Source: an optimization exercise on an open RTL-to-GDS flow (aim: small area, a short achievable clock period and few clock cycles). Production flows keep margins and buffers that such runs may drop.
Only simulation tests tie the RTL to the original design; equivalence was not proved.
Power is estimated from default activity; no workload was simulated.

==> inputs of 05-16 <==
// delta_codec
module delta_codec (
    input  wire       clk,
    input  wire       rst,
    input  wire       enc_in_valid,
    output wire       enc_in_ready,
    input  wire [7:0] enc_in_data,
    input  wire       enc_in_last,
    input  wire [3:0] enc_in_cs,
    output wire       enc_out_valid,
    input  wire       enc_out_ready,
    output wire [7:0] enc_out_data,
    output wire       enc_out_last,
    input  wire       dec_in_valid,
    output wire       dec_in_ready,
    input  wire [7:0] dec_in_data,
    input  wire       dec_in_last,
    input  wire [3:0] dec_in_cs,
    output wire       dec_out_valid,
    input  wire       dec_out_ready,
    output wire [7:0] dec_out_data,
    output wire       dec_out_end
);
    delta_enc u_enc (
        .clk(clk), .rst(rst),
        .in_valid(enc_in_valid), .in_ready(enc_in_ready), .in_data(enc_in_data),
        .in_last(enc_in_last), .in_cs(enc_in_cs),
        .out_valid(enc_out_valid), .out_ready(enc_out_ready), .out_data(enc_out_data),
        .out_last(enc_out_last)
    );
    delta_dec u_dec (
        .clk(clk), .rst(rst),
        .in_valid(dec_in_valid), .in_ready(dec_in_ready), .in_data(dec_in_data),
        .in_last(dec_in_last), .in_cs(dec_in_cs),
  ...
==> module delta_enc, before the edit <==
module delta_enc (
    input  wire       clk,
    input  wire       rst,
    input  wire       in_valid,
    output wire       in_ready,
    input  wire [7:0] in_data,
    input  wire       in_last,
    input  wire [3:0] in_cs,
    output wire       out_valid,
    input  wire       out_ready,
    output wire [7:0] out_data,
    output wire       out_last
);
    reg          v1, first1, last1, open;
    reg  [7:0]   c1, d1;
    reg  [2:0]   c;
    reg  [1:0]   ovf, unf;
    reg          term;    
    reg          fin;     
    reg  [31:0]  acc;
    reg  [5:0]   cnt;     
    reg          ov, ol;
    reg  [7:0]   od;
    reg          rdy;     
    assign out_valid = ov;
    assign out_data  = od;
    assign out_last  = ol;
    assign in_ready  = rdy;
    wire [7:0] lt;
    assign lt[0] = (d1 == 8'd0);
    genvar k;
    generate
        for (k = 1; k < 8; k = k + 1) begin : g_lt
            assign lt[k] = (d1[7:k] == {(8-k){1'b0}}) ||
                           ((d1[7:k] == {(8-k){1'b1}}) && (d1[k-1:0] != {k{1'b0}}));
        end
    endgenerate
    wire fits  = lt[c];                        
    wire [7:0] ltm = {lt[6:0], 1'b0};
    wire under = ltm[c];                       
    wire anchor = first1 && !term;
    wire sent   = !anchor && (term || !fits);
    wire [2:0] ce    = anchor ? 3'd7 : c;
    wire [7:0] sentw = 8'd1 << c;              
    wire [7:0] maskw = ~(8'hFE << c);          
    wire [7:0] low   = anchor ? c1 : (sent ? sentw : (d1 & maskw));
    wire [5:0] cpl  = cnt + {3'd0, ce};
    wire room       = (cpl <= 6'd23);
    wire app        = v1 && !fin && room;
    wire consume    = app && (term || !last1);
    wire in_fire    = in_valid && rdy;
    wire [31:0] ysh = (acc << 1) << ce;
    wire [31:0] y   = {ysh[31:8], ysh[7:0] | low};
    wire [31:0] an  = sent ? {y[23:0], c1} : y;
    wire [2:0] c_upd;
    wire [1:0] ovf_upd, unf_upd;
    delta_ctl u_ctl (
        .c(c), .ovf(ovf), .unf(unf), .over(!fits), .under(under),
        .c_next(c_upd), .ovf_next(ovf_upd), .unf_next(unf_upd)
    );
    wire le8      = (cnt[5:4] == 2'd0) && (!cnt[3] || cnt[2:0] == 3'd0);
    wire ge8      = (cnt[5:3] != 3'd0);
    wire free     = !ov || out_ready;
    wire rd_final = fin && le8;
    wire rd       = free && (fin || ge8);
    wire [38:0] x  = {acc[30:0], 8'd0};
    wire [22:0] s4 = cnt[4] ? x[38:16] : x[22:0];
    wire [14:0] s3 = cnt[3] ? s4[22:8] : s4[14:0];
    wire [10:0] s2 = cnt[2] ? s3[14:4] : s3[10:0];
    wire [8:0]  s1 = cnt[1] ? s2[10:2] : s2[8:0];
    wire [7:0]  s0 = cnt[0] ? s1[8:1]  : s1[7:0];
    wire [7:0]  rbyte = cnt[5] ? acc[31:24] : s0;
    wire [5:0] cnt_b  = (rd && rd_final) ? 6'd0 : cnt;
    wire [5:0] cnt_lo = cnt_b + (app ? {3'd0, ce} + 6'd1 : 6'd0);
    wire       up8    = app && sent;
    wire       dn8    = rd && !rd_final;
    wire [2:0] hi_adj = (up8 && !dn8) ? 3'd1 : ((dn8 && !up8) ? 3'd7 : 3'd0);
    wire [5:0] cnt_n  = {cnt_lo[5:3] + hi_adj, cnt_lo[2:0]};
    wire v1_n     = in_fire || (v1 && !consume);
    wire first1_n = in_fire ? !open : first1;
    wire last1_n  = in_fire ? in_last : last1;
    wire term_n   = app ? (!term && last1) : term;
    wire fin_n    = (app && term) || (fin && !(rd && rd_final));
    wire [2:0] cb = (first1_n && !term_n) ? 3'd7 : ((c == 3'd7) ? 3'd7 : c + 3'd1);
    wire room_n   = ((cnt_n + {3'd0, cb}) <= 6'd23);
    wire rdy_n    = !v1_n || (!fin_n && room_n && (term_n || !last1_n));
    always @(posedge clk) begin
        if (rst) begin
            v1   <= 1'b0;
            open <= 1'b0;
            term <= 1'b0;
            fin  <= 1'b0;
            cnt  <= 6'd0;
            ov   <= 1'b0;
            rdy  <= 1'b1;
        end else begin
            v1   <= v1_n;
            term <= term_n;
            fin  <= fin_n;
            cnt  <= cnt_n;
            rdy  <= rdy_n;
            if (in_fire) begin
                c1     <= in_data;
                d1     <= in_data - c1;
                first1 <= !open;
                last1  <= in_last;
                open   <= !in_last;
                if (!open) begin
                    c   <= in_cs[2:0] - 3'd1;
                    ovf <= 2'd0;
                    unf <= 2'd0;
                end
            end
            if (app) begin
                acc <= an;
                if (!anchor && !term) begin
                    c   <= c_upd;
                    ovf <= ovf_upd;
                    unf <= unf_upd;
                end
            end
            if (rd) begin
                ov <= 1'b1;
                od <= rbyte;
                ol <= rd_final;
            end else if (out_ready) begin
                ov <= 1'b0;
            end
        end
    end
endmodule
Settings: LEC_CHECK=0, ABC_AREA=1, CAP_MARGIN=20, CORE_MARGIN=2, CORE_UTILIZATION=40, SETUP_SLACK_MARGIN=1.6, SLEW_MARGIN=20; clock period 6.0 ns.
run.sh (not shown) runs the stock make flow with config.mk's settings and CLKGATE_MAP_FILE= SYNTH_SCRIPT=/design/flow/synth_recipe.tcl, a recipe that flattens the netlist after the stock synthesis.
==> 04-10: changes against 05-16 <==
--- a/flow/design.v
+++ b/flow/design.v
@@ -75,12 +75,11 @@
     wire sent   = !anchor && (term || !fits);
     wire [2:0] ce    = anchor ? 3'd7 : c;
     wire [7:0] sentw = 8'd1 << c;              
     wire [7:0] maskw = ~(8'hFE << c);          
     wire [7:0] low   = anchor ? c1 : (sent ? sentw : (d1 & maskw));
-    wire [5:0] cpl  = cnt + {3'd0, ce};
-    wire room       = (cpl <= 6'd23);
+    reg  room;
     wire app        = v1 && !fin && room;
     wire consume    = app && (term || !last1);
     wire in_fire    = in_valid && rdy;
     wire [31:0] ysh = (acc << 1) << ce;
     wire [31:0] y   = {ysh[31:8], ysh[7:0] | low};
@@ -94,41 +93,50 @@
     wire le8      = (cnt[5:4] == 2'd0) && (!cnt[3] || cnt[2:0] == 3'd0);
     wire ge8      = (cnt[5:3] != 3'd0);
     wire free     = !ov || out_ready;
     wire rd_final = fin && le8;
     wire rd       = free && (fin || ge8);
-    wire [38:0] x  = {acc[30:0], 8'd0};
-    wire [22:0] s4 = cnt[4] ? x[38:16] : x[22:0];
+    wire [38:0] xw = {acc[30:0], 8'd0};
+    wire [22:0] s4 = cnt[4] ? xw[38:16] : xw[22:0];
     wire [14:0] s3 = cnt[3] ? s4[22:8] : s4[14:0];
     wire [10:0] s2 = cnt[2] ? s3[14:4] : s3[10:0];
     wire [8:0]  s1 = cnt[1] ? s2[10:2] : s2[8:0];
     wire [7:0]  s0 = cnt[0] ? s1[8:1]  : s1[7:0];
     wire [7:0]  rbyte = cnt[5] ? acc[31:24] : s0;
-    wire [5:0] cnt_b  = (rd && rd_final) ? 6'd0 : cnt;
-    wire [5:0] cnt_lo = cnt_b + (app ? {3'd0, ce} + 6'd1 : 6'd0);
+    wire       rdf    = rd && rd_final;
     wire       up8    = app && sent;
     wire       dn8    = rd && !rd_final;
-    wire [2:0] hi_adj = (up8 && !dn8) ? 3'd1 : ((dn8 && !up8) ? 3'd7 : 3'd0);
-    wire [5:0] cnt_n  = {cnt_lo[5:3] + hi_adj, cnt_lo[2:0]};
+    wire       inc8   = up8 && !dn8;
+    wire       dec8   = dn8 && !up8;
+    wire [5:0] x      = app ? cnt + {3'd0, ce} + 6'd1 : cnt;
+    wire [2:0] xh_p   = x[5:3] + 3'd1;
+    wire [2:0] xh_m   = x[5:3] - 3'd1;
+    wire [5:0] cnt_n  = rdf  ? 6'd0 :
+                        inc8 ? {xh_p, x[2:0]} :
+                        dec8 ? {xh_m, x[2:0]} : x;
     wire v1_n     = in_fire || (v1 && !consume);
-    wire first1_n = in_fire ? !open : first1;
     wire last1_n  = in_fire ? in_last : last1;
     wire term_n   = app ? (!term && last1) : term;
-    wire fin_n    = (app && term) || (fin && !(rd && rd_final));
-    wire [2:0] cb = (first1_n && !term_n) ? 3'd7 : ((c == 3'd7) ? 3'd7 : c + 3'd1);
-    wire room_n   = ((cnt_n + {3'd0, cb}) <= 6'd23);
-    wire rdy_n    = !v1_n || (!fin_n && room_n && (term_n || !last1_n));
+    wire fin_n    = (app && term) || (fin && !rdf);
+    wire [2:0] cb  = (!open || first1 || c == 3'd7) ? 3'd7 : c + 3'd1;
+    wire [5:0] thr = 6'd23 - {3'd0, cb};
+    wire room_n    = rdf  ? 1'b1 :
+                     inc8 ? (x + 6'd8 <= thr) :
+                     dec8 ? (x <= thr + 6'd8) : (x <= thr);
+    wire rdy_n     = !v1_n || (!fin_n && room_n && (term_n || !last1_n));
     always @(posedge clk) begin
         if (rst) begin
             v1   <= 1'b0;
             open <= 1'b0;
             term <= 1'b0;
             fin  <= 1'b0;
             cnt  <= 6'd0;
             ov   <= 1'b0;
             rdy  <= 1'b1;
+            room <= 1'b1;
         end else begin
+            room <= room_n;
             v1   <= v1_n;
             term <= term_n;
             fin  <= fin_n;
             cnt  <= cnt_n;
             rdy  <= rdy_n;
@@ -241,14 +249,25 @@
     wire [1:0] ovf_upd, unf_upd;
     delta_ctl u_ctl (
         .c(c), .ovf(ovf), .unf(unf), .over(is_sent), .under(under),
         .c_next(c_upd), .ovf_next(ovf_upd), .unf_next(unf_upd)
     );
-    wire [4:0] cnt_lo = step ? diff[4:0] : cnt;
     wire       dn8    = step && is_sent;
-    wire [1:0] hi_adj = (in_fire && !dn8) ? 2'd1 : ((dn8 && !in_fire) ? 2'd3 : 2'd0);
-    wire [4:0] cnt_n  = {cnt_lo[4:3] + hi_adj, cnt_lo[2:0]};
+    wire       inc8   = in_fire && !dn8;
+    wire       dec8   = dn8 && !in_fire;
+    wire [4:0] ya     = cnt;
+    wire [4:0] yb     = diff[4:0];
+    wire [1:0] ya_p   = ya[4:3] + 2'd1;
+    wire [1:0] ya_m   = ya[4:3] - 2'd1;
+    wire [1:0] yb_p   = yb[4:3] + 2'd1;
+    wire [1:0] yb_m   = yb[4:3] - 2'd1;
+    wire [4:0] cnt_na = inc8 ? {ya_p, ya[2:0]} : (dec8 ? {ya_m, ya[2:0]} : ya);
+    wire [4:0] cnt_nb = inc8 ? {yb_p, yb[2:0]} : (dec8 ? {yb_m, yb[2:0]} : yb);
+    wire [4:0] cnt_n  = step ? cnt_nb : cnt_na;
+    wire       lea    = inc8 ? (ya <= 5'd12) : (dec8 ? 1'b1 : (ya <= 5'd20));
+    wire       leb    = inc8 ? (yb <= 5'd12) : (dec8 ? 1'b1 : (yb <= 5'd20));
+    wire       le20_c = step ? leb : lea;
     reg  [1:0] st_n;
     reg  [4:0] cnt_nx;
     reg        sl_n;
     always @* begin
         st_n   = st;
@@ -272,11 +291,11 @@
                     if (step && anch) st_n = DS_CODE;
                 end
             end
         endcase
     end
-    wire le20_n = !cnt_nx[4] || (!cnt_nx[3] && (!cnt_nx[2] || cnt_nx[1:0] == 2'd0));
+    wire le20_n = !parsing || ending || le20_c;
     wire rdy_n  = (st_n == DS_IDLE) || (st_n == DS_DRAIN) || (!sl_n && le20_n);
     always @(posedge clk) begin
         if (rst) begin
             st        <= DS_IDLE;
             cnt       <= 5'd0;
CORE_UTILIZATION = 65   (was 40)
SETUP_SLACK_MARGIN = 2.35   (was 1.6)
==> 10-14: changes against 05-16 <==
--- a/flow/design.v
+++ b/flow/design.v
@@ -75,12 +75,11 @@
     wire sent   = !anchor && (term || !fits);
     wire [2:0] ce    = anchor ? 3'd7 : c;
     wire [7:0] sentw = 8'd1 << c;              
     wire [7:0] maskw = ~(8'hFE << c);          
     wire [7:0] low   = anchor ? c1 : (sent ? sentw : (d1 & maskw));
-    wire [5:0] cpl  = cnt + {3'd0, ce};
-    wire room       = (cpl <= 6'd23);
+    reg  room;
     wire app        = v1 && !fin && room;
     wire consume    = app && (term || !last1);
     wire in_fire    = in_valid && rdy;
     wire [31:0] ysh = (acc << 1) << ce;
     wire [31:0] y   = {ysh[31:8], ysh[7:0] | low};
@@ -101,34 +100,39 @@
     wire [14:0] s3 = cnt[3] ? s4[22:8] : s4[14:0];
     wire [10:0] s2 = cnt[2] ? s3[14:4] : s3[10:0];
     wire [8:0]  s1 = cnt[1] ? s2[10:2] : s2[8:0];
     wire [7:0]  s0 = cnt[0] ? s1[8:1]  : s1[7:0];
     wire [7:0]  rbyte = cnt[5] ? acc[31:24] : s0;
-    wire [5:0] cnt_b  = (rd && rd_final) ? 6'd0 : cnt;
-    wire [5:0] cnt_lo = cnt_b + (app ? {3'd0, ce} + 6'd1 : 6'd0);
+    wire       rdf    = rd && rd_final;
+    wire [5:0] cnt_a  = cnt + (app ? {3'd0, ce} + 6'd1 : 6'd0);
     wire       up8    = app && sent;
     wire       dn8    = rd && !rd_final;
     wire [2:0] hi_adj = (up8 && !dn8) ? 3'd1 : ((dn8 && !up8) ? 3'd7 : 3'd0);
-    wire [5:0] cnt_n  = {cnt_lo[5:3] + hi_adj, cnt_lo[2:0]};
+    wire [5:0] cnt_n  = rdf ? 6'd0 : {cnt_a[5:3] + hi_adj, cnt_a[2:0]};
     wire v1_n     = in_fire || (v1 && !consume);
     wire first1_n = in_fire ? !open : first1;
     wire last1_n  = in_fire ? in_last : last1;
     wire term_n   = app ? (!term && last1) : term;
     wire fin_n    = (app && term) || (fin && !(rd && rd_final));
     wire [2:0] cb = (first1_n && !term_n) ? 3'd7 : ((c == 3'd7) ? 3'd7 : c + 3'd1);
-    wire room_n   = ((cnt_n + {3'd0, cb}) <= 6'd23);
+    wire [5:0] sb = cnt + (app ? {3'd0, ce} + 6'd1 : 6'd0) + {3'd0, cb};
+    wire room_n   = rdf ? 1'b1 :
+                    (up8 && !dn8) ? (sb <= 6'd15) :
+                    ((dn8 && !up8) ? (sb <= 6'd31) : (sb <= 6'd23));
     wire rdy_n    = !v1_n || (!fin_n && room_n && (term_n || !last1_n));
     always @(posedge clk) begin
         if (rst) begin
             v1   <= 1'b0;
             open <= 1'b0;
             term <= 1'b0;
             fin  <= 1'b0;
             cnt  <= 6'd0;
             ov   <= 1'b0;
             rdy  <= 1'b1;
+            room <= 1'b1;
         end else begin
+            room <= room_n;
             v1   <= v1_n;
             term <= term_n;
             fin  <= fin_n;
             cnt  <= cnt_n;
             rdy  <= rdy_n;
SETUP_SLACK_MARGIN = 2.2   (was 1.6)
==> qor summary <==
quantity                                                                            05-16                  04-10                    10-14
DR vias/cell                                                                         5.43                   6.16                     5.39
Simple-gate area share of the yosys netlist                                         29.9%                  29.8%                    29.1%
Met1 Routed Length                                                         13,500 microns         13,600 microns           14,000 microns
Power dissipated in the clock network                                             1.07 mW               0.978 mW                  1.04 mW
Leakage power                                                                     5.58 nW                5.75 nW                  5.76 nW
Slew Limit Headroom                                                                 38.4%                  41.5%                    33.7%
Cell count along the critical path                                                     20                     24                       19
Run status                                                                 finished clean         finished clean           finished clean
Type of element launching the critical path                                    input port                   flop                     flop
Multi-input gate area in the final layout                                      6670 sq um             6560 sq um               6400 sq um
Clock Skew                                                                      0.0115 ns              0.0102 ns                0.0120 ns
Pre-Repair DR Iteration Count                                                           5                      8                        5
DIE AREA                                                                     29,600 sq um           18,200 sq um             29,100 sq um
Finished layout cell area                                                    13,100 sq um           13,100 sq um             13,100 sq um
Clock transition at path regs                                                     0.06 ns                0.07 ns                  0.06 ns
Critical R2R Capture                                                 u_enc.rdy$_SDFF_PP1_  u_dec.od[6]$_DFFE_PP_  u_enc.cnt[5]$_SDFF_PP0_
Setup slack, reg-to-reg                                                           1.61 ns                2.40 ns                  2.36 ns
Crit Path Category                                                              in -> reg             reg -> reg               reg -> reg
Signed area change from the synthesized netlist to the final layout                 15.8%                  17.4%                    18.4%
Synth Area in Compound Gates                                                        16.4%                  17.7%                    16.5%
CP max FO                                                                               5                     17                       10
Initial DRC count                                                                     890                  1,505                    1,004
CP arrival                                                                        4.78 ns                3.77 ns                  4.00 ns
# Post-CTS Setup Buffers                                                                9                     12                        9
Final min period                                                                  4.40 ns                3.60 ns                  3.64 ns
Testbench counts of 05-16, summed over its fixed seeds: cycles 20,445.
Testbench counts of 04-10, summed over its fixed seeds: cycles 20,445.
Testbench counts of 10-14, summed over its fixed seeds: cycles 20,445.

## afterwards: timing with drivers on the ports
In the flow no input, the clock included, has a driving cell. The finished layouts below were timed again as built, in two steps.
Step 1: set_driving_cell puts a clkbuf_16 on clk and a buf_2 on each other input, an assumption about the parent block.
Step 2 moves the port delays by t, midway between the first and last clock arrival at a register: inputs arrive t later, outputs are due t later. That takes back most of the time a late clock gives input paths.
a / b / c = no drivers / after step 1 / after step 2; a / b = the first two.
run	shift t [ns]	slack for setup (ns)	hold WS [ns]	slew at the worst register clock pin (ns)
05-16	0.482	1.601 / 1.611 / 1.144	0.447 / 0.447 / 0.447	0.07 / 0.07
04-10	0.464	2.400 / 2.400 / 2.400	0.457 / 0.457 / 0.457	0.07 / 0.07
10-14	0.482	2.363 / 2.362 / 2.068	0.465 / 0.465 / 0.465	0.07 / 0.07
After both steps setup and hold are still met in every run listed. For 05-16, which loses most, drivers alone change the setup slack by +0.010 ns; drivers and shift together by -0.457 ns.
